What follows belongs to an exercise in optimizing a design on an open flow for small area, a short achievable clock period and few clock cycles; a production flow would make more cautious choices.
At most, simulation tests tie the RTL to the original design; equivalence was not proved.

==> v30: inputs <==
==> flow/design.v (excerpt) <==
module pxe_core (
    input  wire        clk,
    input  wire        rst,
    input  wire        cmd_valid,
    output wire        cmd_ready,
    input  wire [4:0]  cmd_op,
    input  wire [31:0] cmd_key,
    input  wire [15:0] cmd_height,
    input  wire [15:0] cmd_width,
    input  wire        in_valid,
    output wire        in_ready,
    input  wire [23:0] in_data,
    output wire        out_valid,
    input  wire        out_ready,
    output wire [23:0] out_data,
    output wire        mem_ren_a,
    output wire [9:0]  mem_raddr_a,
    input  wire [31:0] mem_rdata_a,
    output wire        mem_ren_b,
    output wire [9:0]  mem_raddr_b,
    input  wire [31:0] mem_rdata_b,
    output wire        mem_we,
    output wire [9:0]  mem_waddr,
    output wire [31:0] mem_wdata
);
Settings: LEC_CHECK=0, CAP_MARGIN=20, CORE_MARGIN=2, CORE_UTILIZATION=40, SETUP_SLACK_MARGIN=4.0, SLEW_MARGIN=20; clock period 9.0 ns.
run.sh (not shown) runs the stock make flow with config.mk's settings and CLKGATE_MAP_FILE= SYNTH_SCRIPT=/design/flow/synth_recipe.tcl, a recipe that flattens the netlist after the stock synthesis.
==> v16 (differences from v30) <==
--- a/flow/design.v
+++ b/flow/design.v
@@ -21,27 +21,26 @@
     input  wire [31:0] mem_rdata_b,
     output wire        mem_we,
     output wire [9:0]  mem_waddr,
     output wire [31:0] mem_wdata
 );
-    localparam [2:0] S_IDLE   = 3'd0,
-                     S_RESEED = 3'd1,    
-                     S_DRAIN  = 3'd2,    
-                     S_DRAW   = 3'd3,
-                     S_MATH   = 3'd4;
+    localparam [1:0] S_IDLE   = 2'd0,
+                     S_RESEED = 2'd1,    
+                     S_DRAW   = 2'd2,
+                     S_MATH   = 2'd3;
     localparam [1:0] P_J1  = 2'd0,    
                      P_J2  = 2'd1,    
                      P_SMP = 2'd2;    
-    localparam [9:0] N_PV = 10'd226;   
-    reg [2:0]  state;
+    reg [1:0]  state;
     reg        shuf;        
     reg        dec;
     reg [31:0] x;           
     reg [9:0]  cnt;         
+    reg [9:0]  ra;          
     reg        msb;         
-    reg        msb0;        
-    reg        replay;      
+    reg        blk1;        
+    reg        regen;       
     reg        d_valid;     
     reg        w_valid;     
     reg [7:0]  w8;          
     reg [15:0] wid, col, row;    
     reg [1:0]  phase;
@@ -384,17 +383,17 @@
     wire cs_c340 = (cs_s295 & cs_c328) | (cs_s295 & cs_s329) | (cs_c328 & cs_s329);
     wire cs_s341 = cs_s297 ^ cs_c330 ^ cs_s331;
     wire [31:0] ms_a = {cs_c340, cs_c338, cs_c336, cs_c334, cs_s333, cs_c320, cs_c318, cs_c316, cs_c314, cs_c312, cs_c310, cs_c308, cs_c306, cs_c304, cs_c302, cs_s301, cs_c256, cs_c254, cs_c252, cs_c250, cs_c248, cs_c246, cs_c244, cs_c242, cs_c240, cs_s239, cs_s149, cs_c8, cs_c6, cs_c4, cs_s3, cs_s1};
     wire [31:0] ms_b = {cs_s341, cs_s339, cs_s337, cs_s335, 1'b0, cs_s321, cs_s319, cs_s317, cs_s315, cs_s313, cs_s311, cs_s309, cs_s307, cs_s305, cs_s303, 1'b0, cs_s257, cs_s255, cs_s253, cs_s251, cs_s249, cs_s247, cs_s245, cs_s243, cs_s241, 1'b0, 1'b0, cs_s9, cs_s7, cs_s5, cs_c2, 1'b0};
     wire [31:0] x_next = ms_a + ms_b;
-    wire        pv_win = (state == S_RESEED);
-    wire [10:0] ra_s = {1'b0, cnt} + (pv_win ? 11'd227 : {10'd0, d_valid} + 11'd2);
-    wire [10:0] rb_s = {1'b0, cnt} + (pv_win ? 11'd623 : {10'd0, d_valid} + 11'd398);
-    wire [9:0]  ra   = (ra_s >= 11'd624) ? ra_s[9:0] - 10'd624 : ra_s[9:0];
-    wire [9:0]  rb   = (rb_s >= 11'd624) ? rb_s[9:0] - 10'd624 : rb_s[9:0];
-    wire [31:0] tw = mem_rdata_b ^ {1'b0, msb, mem_rdata_a[30:1]}
-                     ^ (mem_rdata_a[0] ? 32'h9908B0DF : 32'h0);
+    wire        in_rs = (state == S_RESEED);
+    wire [9:0]  rb = (ra >= 10'd228) ? ra - 10'd228 : ra + 10'd396;
+    wire        raw  = in_rs && (cnt <= 10'd396);
+    wire [31:0] op_a = regen ? x : (raw ? 32'd0 : mem_rdata_a);
+    wire [31:0] op_b = in_rs ? x : mem_rdata_b;
+    wire [31:0] tw   = op_b ^ {1'b0, msb && !raw, op_a[30:1]}
+                       ^ (op_a[0] ? 32'h9908B0DF : 32'h0);
     function [31:0] temper;
         input [31:0] v;
         reg [31:0] t;
         begin
             t = v ^ (v >> 11);
@@ -432,35 +431,36 @@
     wire [7:0]  m_r1 = ((in_data[15:8]  ^ mka) + k8) ^ mkc;
     wire [7:0]  m_r2 = ((in_data[23:16] ^ mka) + k8) ^ mkc;
     wire out_free = !out_v || out_ready;
     wire in_draw  = (state == S_DRAW);
     wire in_math  = (state == S_MATH);
-    wire silent   = replay && (cnt < N_PV);       
-    wire smp_word = !silent && (!shuf || (phase == P_SMP && acc_nz));
+    wire smp_word = !shuf || (phase == P_SMP && acc_nz);
     wire consume  = w_valid && (!smp_word || (in_valid && out_free));
     wire put      = w_valid && smp_word && in_valid && out_free;    
     wire advance  = d_valid && (!w_valid || consume);
     wire room     = !d_valid || advance;
     wire last_col = (col == 16'd1);
     wire last_pix = last_col && (row == 16'd1);
     wire pix_done = (put && bsel == 2'd2) || (in_math && in_valid && out_free);
-    wire pv_step  = pv_win && (cnt >= 10'd398);   
-    wire issue    = !(pix_done && last_pix) && (pv_step || in_draw) && room;
-    wire step     = pv_win && (!pv_step || issue);    
+    wire reload   = d_valid && blk1 && (ra == 10'd397);
+    wire issue    = !(pix_done && last_pix) && room && !reload &&
+                    ((in_rs && cnt >= 10'd396) || in_draw);
+    wire step     = in_rs ? (cnt < 10'd396 || (cnt == 10'd396 ? issue : advance))
+                          : (regen && (cnt == 10'd396 || advance));
     wire [15:0] cr_dec = (last_col ? row : col) - 16'd1;
     assign cmd_ready = (state == S_IDLE);
     assign in_ready  = (w_valid && smp_word && bsel == 2'd2 && out_free) ||
                        (in_math && out_free);
     assign out_valid = out_v;
     assign out_data  = out_reg;
     assign mem_ren_a   = issue;
     assign mem_raddr_a = ra;
     assign mem_ren_b   = issue;
     assign mem_raddr_b = rb;
-    assign mem_we      = pv_win || (in_draw && w_valid);
-    assign mem_waddr   = cnt;
-    assign mem_wdata   = x;
+    assign mem_we      = raw || d_valid;
+    assign mem_waddr   = raw ? cnt : (ra >= 10'd2 ? ra - 10'd2 : ra + 10'd622);
+    assign mem_wdata   = tw;
     always @(posedge clk) begin
         if (rst) begin
             state   <= S_IDLE;
             d_valid <= 1'b0;
             w_valid <= 1'b0;
@@ -469,16 +469,26 @@
             if (out_ready)
                 out_v <= 1'b0;
             if (pix_done)
                 out_v <= 1'b1;
             if (advance) begin
-                msb <= mem_rdata_a[31];
+                msb <= op_a[31];
                 w8  <= word[7:0];
+                if (ra == 10'd1)         
+                    blk1 <= 1'b0;
+                if (ra == 10'd0)         
+                    regen <= 1'b0;
+            end
+            if (step) begin
+                x   <= x_next;
+                cnt <= cnt + 10'd1;
             end
             d_valid <= issue || (d_valid && !advance);
+            if (issue)
+                ra <= (ra == 10'd623) ? 10'd0 : ra + 10'd1;
             w_valid <= advance || (w_valid && !consume);
-            if (consume && !silent && shuf) begin
+            if (consume && shuf) begin
                 case (phase)
                     P_J1: begin
                         if (w8[1:0] != 2'd3) begin
                             cp0   <= w8[1:0];    
                             phase <= P_J2;
@@ -510,13 +520,14 @@
                 S_IDLE: begin
                     if (cmd_valid) begin
                         shuf   <= cmd_op[2];
                         dec    <= cmd_op[4];
                         x      <= cmd_key;
-                        msb0   <= cmd_key[31];
                         cnt    <= 10'd0;
-                        replay <= 1'b0;
+                        ra     <= 10'd1;
+                        blk1   <= 1'b1;
+                        regen  <= 1'b0;
                         phase  <= P_J1;
                         bsel   <= 2'd0;
                         wid    <= cmd_width;
                         col    <= cmd_width;
                         row    <= cmd_height;
@@ -529,31 +540,18 @@
                     end
                 end
                 S_RESEED: begin
                     if (cnt == 10'd0)
                         msb <= x[31];
-                    if (step) begin
-                        x <= x_next;
-                        if (cnt == 10'd623)
-                            state <= S_DRAIN;    
-                        else
-                            cnt <= cnt + 10'd1;
-                    end
-                end
-                S_DRAIN: begin
-                    if (!d_valid && !w_valid) begin
-                        msb    <= msb0;
-                        replay <= 1'b1;
-                        state  <= S_DRAW;
-                    end
+                    if (cnt == 10'd623 && advance)
+                        state <= S_DRAW;
                 end
                 S_DRAW: begin
-                    if (advance) begin
-                        x   <= tw;
-                        cnt <= (cnt == 10'd623) ? 10'd0 : cnt + 10'd1;
-                        if (cnt == N_PV - 10'd1)
-                            replay <= 1'b0;
+                    if (reload && advance) begin
+                        x     <= mem_rdata_a;
+                        cnt   <= 10'd396;
+                        regen <= 1'b1;
                     end
                 end
                 S_MATH: begin
                     if (pix_done)
                         out_reg <= {m_r2, m_r1, m_r0};
==> flow/flow/run.sh (new file) <==
#!/bin/bash
# The standard layout, with the port buffers made of the smallest buffer
# cell instead of the delay buffer that buffer_ports picks by default.
set -e
export BUFFER_PORTS_ARGS="-buffer_cell sky130_fd_sc_hd__buf_1"
bash standard.sh > standard.log 2>&1
==> flow/standard.sh (new file) <==
#!/bin/bash
# synth_recipe.tcl (not shown) runs the flow's synth.tcl, then flattens the netlist and writes it again
# the make line also repeats each setting of config.mk as NAME=value (left out here)
make -C /OpenROAD-flow-scripts/flow DESIGN_CONFIG=/design/flow/config.mk WORK_HOME=/design/flow/orfs CLKGATE_MAP_FILE= SYNTH_SCRIPT=/design/flow/synth_recipe.tcl "${@:-finish}"
removed: flow/run.sh
==> v25 (differences from v30) <==
--- a/flow/design.v
+++ b/flow/design.v
@@ -21,27 +21,27 @@
     input  wire [31:0] mem_rdata_b,
     output wire        mem_we,
     output wire [9:0]  mem_waddr,
     output wire [31:0] mem_wdata
 );
-    localparam [2:0] S_IDLE   = 3'd0,
-                     S_RESEED = 3'd1,    
-                     S_DRAIN  = 3'd2,    
-                     S_DRAW   = 3'd3,
-                     S_MATH   = 3'd4;
+    localparam [1:0] S_IDLE   = 2'd0,
+                     S_RESEED = 2'd1,    
+                     S_DRAW   = 2'd2,
+                     S_MATH   = 2'd3;
     localparam [1:0] P_J1  = 2'd0,    
                      P_J2  = 2'd1,    
                      P_SMP = 2'd2;    
-    localparam [9:0] N_PV = 10'd226;   
-    reg [2:0]  state;
+    reg [1:0]  state;
     reg        shuf;        
     reg        dec;
     reg [31:0] x;           
     reg [9:0]  cnt;         
+    reg [9:0]  ra;          
+    reg [9:0]  wk;          
     reg        msb;         
-    reg        msb0;        
-    reg        replay;      
+    reg        blk1;        
+    reg        regen;       
     reg        d_valid;     
     reg        w_valid;     
     reg [7:0]  w8;          
     reg [15:0] wid, col, row;    
     reg [1:0]  phase;
@@ -384,17 +384,15 @@
     wire cs_c340 = (cs_s295 & cs_c328) | (cs_s295 & cs_s329) | (cs_c328 & cs_s329);
     wire cs_s341 = cs_s297 ^ cs_c330 ^ cs_s331;
     wire [31:0] ms_a = {cs_c340, cs_c338, cs_c336, cs_c334, cs_s333, cs_c320, cs_c318, cs_c316, cs_c314, cs_c312, cs_c310, cs_c308, cs_c306, cs_c304, cs_c302, cs_s301, cs_c256, cs_c254, cs_c252, cs_c250, cs_c248, cs_c246, cs_c244, cs_c242, cs_c240, cs_s239, cs_s149, cs_c8, cs_c6, cs_c4, cs_s3, cs_s1};
     wire [31:0] ms_b = {cs_s341, cs_s339, cs_s337, cs_s335, 1'b0, cs_s321, cs_s319, cs_s317, cs_s315, cs_s313, cs_s311, cs_s309, cs_s307, cs_s305, cs_s303, 1'b0, cs_s257, cs_s255, cs_s253, cs_s251, cs_s249, cs_s247, cs_s245, cs_s243, cs_s241, 1'b0, 1'b0, cs_s9, cs_s7, cs_s5, cs_c2, 1'b0};
     wire [31:0] x_next = ms_a + ms_b;
-    wire        pv_win = (state == S_RESEED);
-    wire [10:0] ra_s = {1'b0, cnt} + (pv_win ? 11'd227 : {10'd0, d_valid} + 11'd2);
-    wire [10:0] rb_s = {1'b0, cnt} + (pv_win ? 11'd623 : {10'd0, d_valid} + 11'd398);
-    wire [9:0]  ra   = (ra_s >= 11'd624) ? ra_s[9:0] - 10'd624 : ra_s[9:0];
-    wire [9:0]  rb   = (rb_s >= 11'd624) ? rb_s[9:0] - 10'd624 : rb_s[9:0];
-    wire [31:0] tw = mem_rdata_b ^ {1'b0, msb, mem_rdata_a[30:1]}
-                     ^ (mem_rdata_a[0] ? 32'h9908B0DF : 32'h0);
+    wire        in_rs = (state == S_RESEED);
+    wire [9:0]  rb = (ra >= 10'd228) ? ra - 10'd228 : ra + 10'd396;
+    wire [31:0] op_a = regen ? x : mem_rdata_a;
+    wire [31:0] op_b = in_rs ? x : mem_rdata_b;
+    wire [31:0] tw   = op_b ^ {1'b0, msb, op_a[30:1]} ^ (op_a[0] ? 32'h9908B0DF : 32'h0);
     function [31:0] temper;
         input [31:0] v;
         reg [31:0] t;
         begin
             t = v ^ (v >> 11);
@@ -432,35 +430,37 @@
     wire [7:0]  m_r1 = ((in_data[15:8]  ^ mka) + k8) ^ mkc;
     wire [7:0]  m_r2 = ((in_data[23:16] ^ mka) + k8) ^ mkc;
     wire out_free = !out_v || out_ready;
     wire in_draw  = (state == S_DRAW);
     wire in_math  = (state == S_MATH);
-    wire silent   = replay && (cnt < N_PV);       
-    wire smp_word = !silent && (!shuf || (phase == P_SMP && acc_nz));
+    wire smp_word = !shuf || (phase == P_SMP && acc_nz);
     wire consume  = w_valid && (!smp_word || (in_valid && out_free));
     wire put      = w_valid && smp_word && in_valid && out_free;    
     wire advance  = d_valid && (!w_valid || consume);
     wire room     = !d_valid || advance;
     wire last_col = (col == 16'd1);
     wire last_pix = last_col && (row == 16'd1);
     wire pix_done = (put && bsel == 2'd2) || (in_math && in_valid && out_free);
-    wire pv_step  = pv_win && (cnt >= 10'd398);   
-    wire issue    = !(pix_done && last_pix) && (pv_step || in_draw) && room;
-    wire step     = pv_win && (!pv_step || issue);    
+    wire raw      = in_rs && (cnt <= 10'd396);      
+    wire reload   = d_valid && blk1 && (wk == 10'd395);
+    wire issue    = !(pix_done && last_pix) && room && !reload &&
+                    ((in_rs && cnt >= 10'd396) || in_draw);
+    wire step     = in_rs ? (cnt < 10'd396 || (cnt == 10'd396 ? issue : advance))
+                          : (regen && (cnt == 10'd396 || advance));
     wire [15:0] cr_dec = (last_col ? row : col) - 16'd1;
     assign cmd_ready = (state == S_IDLE);
     assign in_ready  = (w_valid && smp_word && bsel == 2'd2 && out_free) ||
                        (in_math && out_free);
     assign out_valid = out_v;
     assign out_data  = out_reg;
     assign mem_ren_a   = issue;
     assign mem_raddr_a = ra;
     assign mem_ren_b   = issue;
     assign mem_raddr_b = rb;
-    assign mem_we      = pv_win || (in_draw && w_valid);
-    assign mem_waddr   = cnt;
-    assign mem_wdata   = x;
+    assign mem_we      = raw || d_valid;
+    assign mem_waddr   = wk;
+    assign mem_wdata   = raw ? x : tw;
     always @(posedge clk) begin
         if (rst) begin
             state   <= S_IDLE;
             d_valid <= 1'b0;
             w_valid <= 1'b0;
@@ -469,16 +469,27 @@
             if (out_ready)
                 out_v <= 1'b0;
             if (pix_done)
                 out_v <= 1'b1;
             if (advance) begin
-                msb <= mem_rdata_a[31];
+                msb <= op_a[31];
                 w8  <= word[7:0];
+                wk  <= (wk == 10'd623) ? 10'd0 : wk + 10'd1;
+                if (wk == 10'd623)
+                    blk1 <= 1'b0;
+                if (wk == 10'd622)
+                    regen <= 1'b0;
+            end
+            if (step) begin
+                x   <= x_next;
+                cnt <= cnt + 10'd1;
             end
             d_valid <= issue || (d_valid && !advance);
+            if (issue)
+                ra <= (ra == 10'd623) ? 10'd0 : ra + 10'd1;
             w_valid <= advance || (w_valid && !consume);
-            if (consume && !silent && shuf) begin
+            if (consume && shuf) begin
                 case (phase)
                     P_J1: begin
                         if (w8[1:0] != 2'd3) begin
                             cp0   <= w8[1:0];    
                             phase <= P_J2;
@@ -510,13 +521,15 @@
                 S_IDLE: begin
                     if (cmd_valid) begin
                         shuf   <= cmd_op[2];
                         dec    <= cmd_op[4];
                         x      <= cmd_key;
-                        msb0   <= cmd_key[31];
                         cnt    <= 10'd0;
-                        replay <= 1'b0;
+                        ra     <= 10'd1;
+                        wk     <= 10'd0;
+                        blk1   <= 1'b1;
+                        regen  <= 1'b0;
                         phase  <= P_J1;
                         bsel   <= 2'd0;
                         wid    <= cmd_width;
                         col    <= cmd_width;
                         row    <= cmd_height;
@@ -529,31 +542,20 @@
                     end
                 end
                 S_RESEED: begin
                     if (cnt == 10'd0)
                         msb <= x[31];
-                    if (step) begin
-                        x <= x_next;
-                        if (cnt == 10'd623)
-                            state <= S_DRAIN;    
-                        else
-                            cnt <= cnt + 10'd1;
-                    end
-                end
-                S_DRAIN: begin
-                    if (!d_valid && !w_valid) begin
-                        msb    <= msb0;
-                        replay <= 1'b1;
-                        state  <= S_DRAW;
-                    end
+                    if (raw && step)
+                        wk <= (cnt == 10'd396) ? 10'd0 : cnt + 10'd1;
+                    if (cnt == 10'd623 && advance)
+                        state <= S_DRAW;
                 end
                 S_DRAW: begin
-                    if (advance) begin
-                        x   <= tw;
-                        cnt <= (cnt == 10'd623) ? 10'd0 : cnt + 10'd1;
-                        if (cnt == N_PV - 10'd1)
-                            replay <= 1'b0;
+                    if (reload && advance) begin
+                        x     <= mem_rdata_a;
+                        cnt   <= 10'd396;
+                        regen <= 1'b1;
                     end
                 end
                 S_MATH: begin
                     if (pix_done)
                         out_reg <= {m_r2, m_r1, m_r0};
==> flow/config.mk (replaced) <==
export PLATFORM = sky130hd
export DESIGN_NAME = pxe_core
export DESIGN_NICKNAME = pxe_core
export VERILOG_FILES = /design/flow/design.v
export SDC_FILE = /design/flow/constraint.sdc
export NUM_CORES = 4
export LEC_CHECK = 0
export ABC_AREA = 1
export CAP_MARGIN = 20
export CORE_MARGIN = 2
export CORE_UTILIZATION = 40
export SETUP_SLACK_MARGIN = 3.5
export SLEW_MARGIN = 20
==> comparison <==
- Against v25, the worst hold slack of v16 is higher by 0.0016 ns.
- Between v16 and v25, the lower cell count is in v16 (gap 9.1%, measured against v25).
- Design area, lowest first: v16, v30, v25.
- The lowest critical path depth belongs to v25, the highest to v16.
- Sequential share of layout area: v25 > v16 > v30.
==> figures <==
item                                                                   v25       v16       v30
Outcome                                           timing/DRC/antenna clean  timing/DRC/antenna clean  timing/DRC/antenna clean
Path type of the worst setup path                                  reg2reg   reg2reg   reg2out
Required arrival time at the worst endpoint                        9.35 ns   9.19 ns   7.20 ns
Flop2flop setup slack                                              3.53 ns   3.93 ns   4.07 ns
Met1 track utilization from global routing                           35.6%     36.4%     34.6%
Detailed-routing iteration count for the pre-antenna-repair pass         5         6         6
Largest fanout on the critical path                                      9         4         4
Max transition margin                                                34.7%     28.3%     30.0%
Post-DP HPWL                                                       51.9 mm   46.5 mm   43.7 mm
Post-synthesis compound-gate area fraction                           15.6%     18.8%     17.3%
Hold WS                                                           0.547 ns  0.549 ns  0.546 ns
Die X-Extent                                                        220 um    216 um    209 um
Testbench counts of v16, summed over its fixed seeds: cycles 57,653.
No functional check of the RTL was part of v30 and v25.

[separate check: timing with driven ports]
How much do the figures lean on ideal ports? The routed layouts below were timed once more, with nothing changed but the port constraints. Step 1 (the two cells are an assumption about what drives the block):
set clk [get_ports {clk}]
set_driving_cell -lib_cell sky130_fd_sc_hd__clkbuf_16 $clk
set_driving_cell -lib_cell sky130_fd_sc_hd__buf_2 [delete_from_list [all_inputs] $clk]
Step 2 adds t to the input delays and takes it off the output delays; t is the mean of the earliest and latest rising clock arrival at the registers after step 1. Input paths then give back, and output paths get back, about the clock's delay inside the block. a / b / c = ideal ports / drivers / drivers and shift; a / b = the first two.
run | t, ns | setup slack, ns | pins driven straight from the clock port
v30 | 0.516 | 3.743 / 3.692 / 3.676 | 1
v16 | 0.531 | 3.926 / 3.926 / 3.668 | 1
v25 | 0.522 | 3.532 / 3.532 / 3.258 | 1
After both steps every run listed still meets setup and hold. For v25, which loses most, drivers alone change the setup slack by 0.000 ns; drivers and shift together by -0.274 ns.
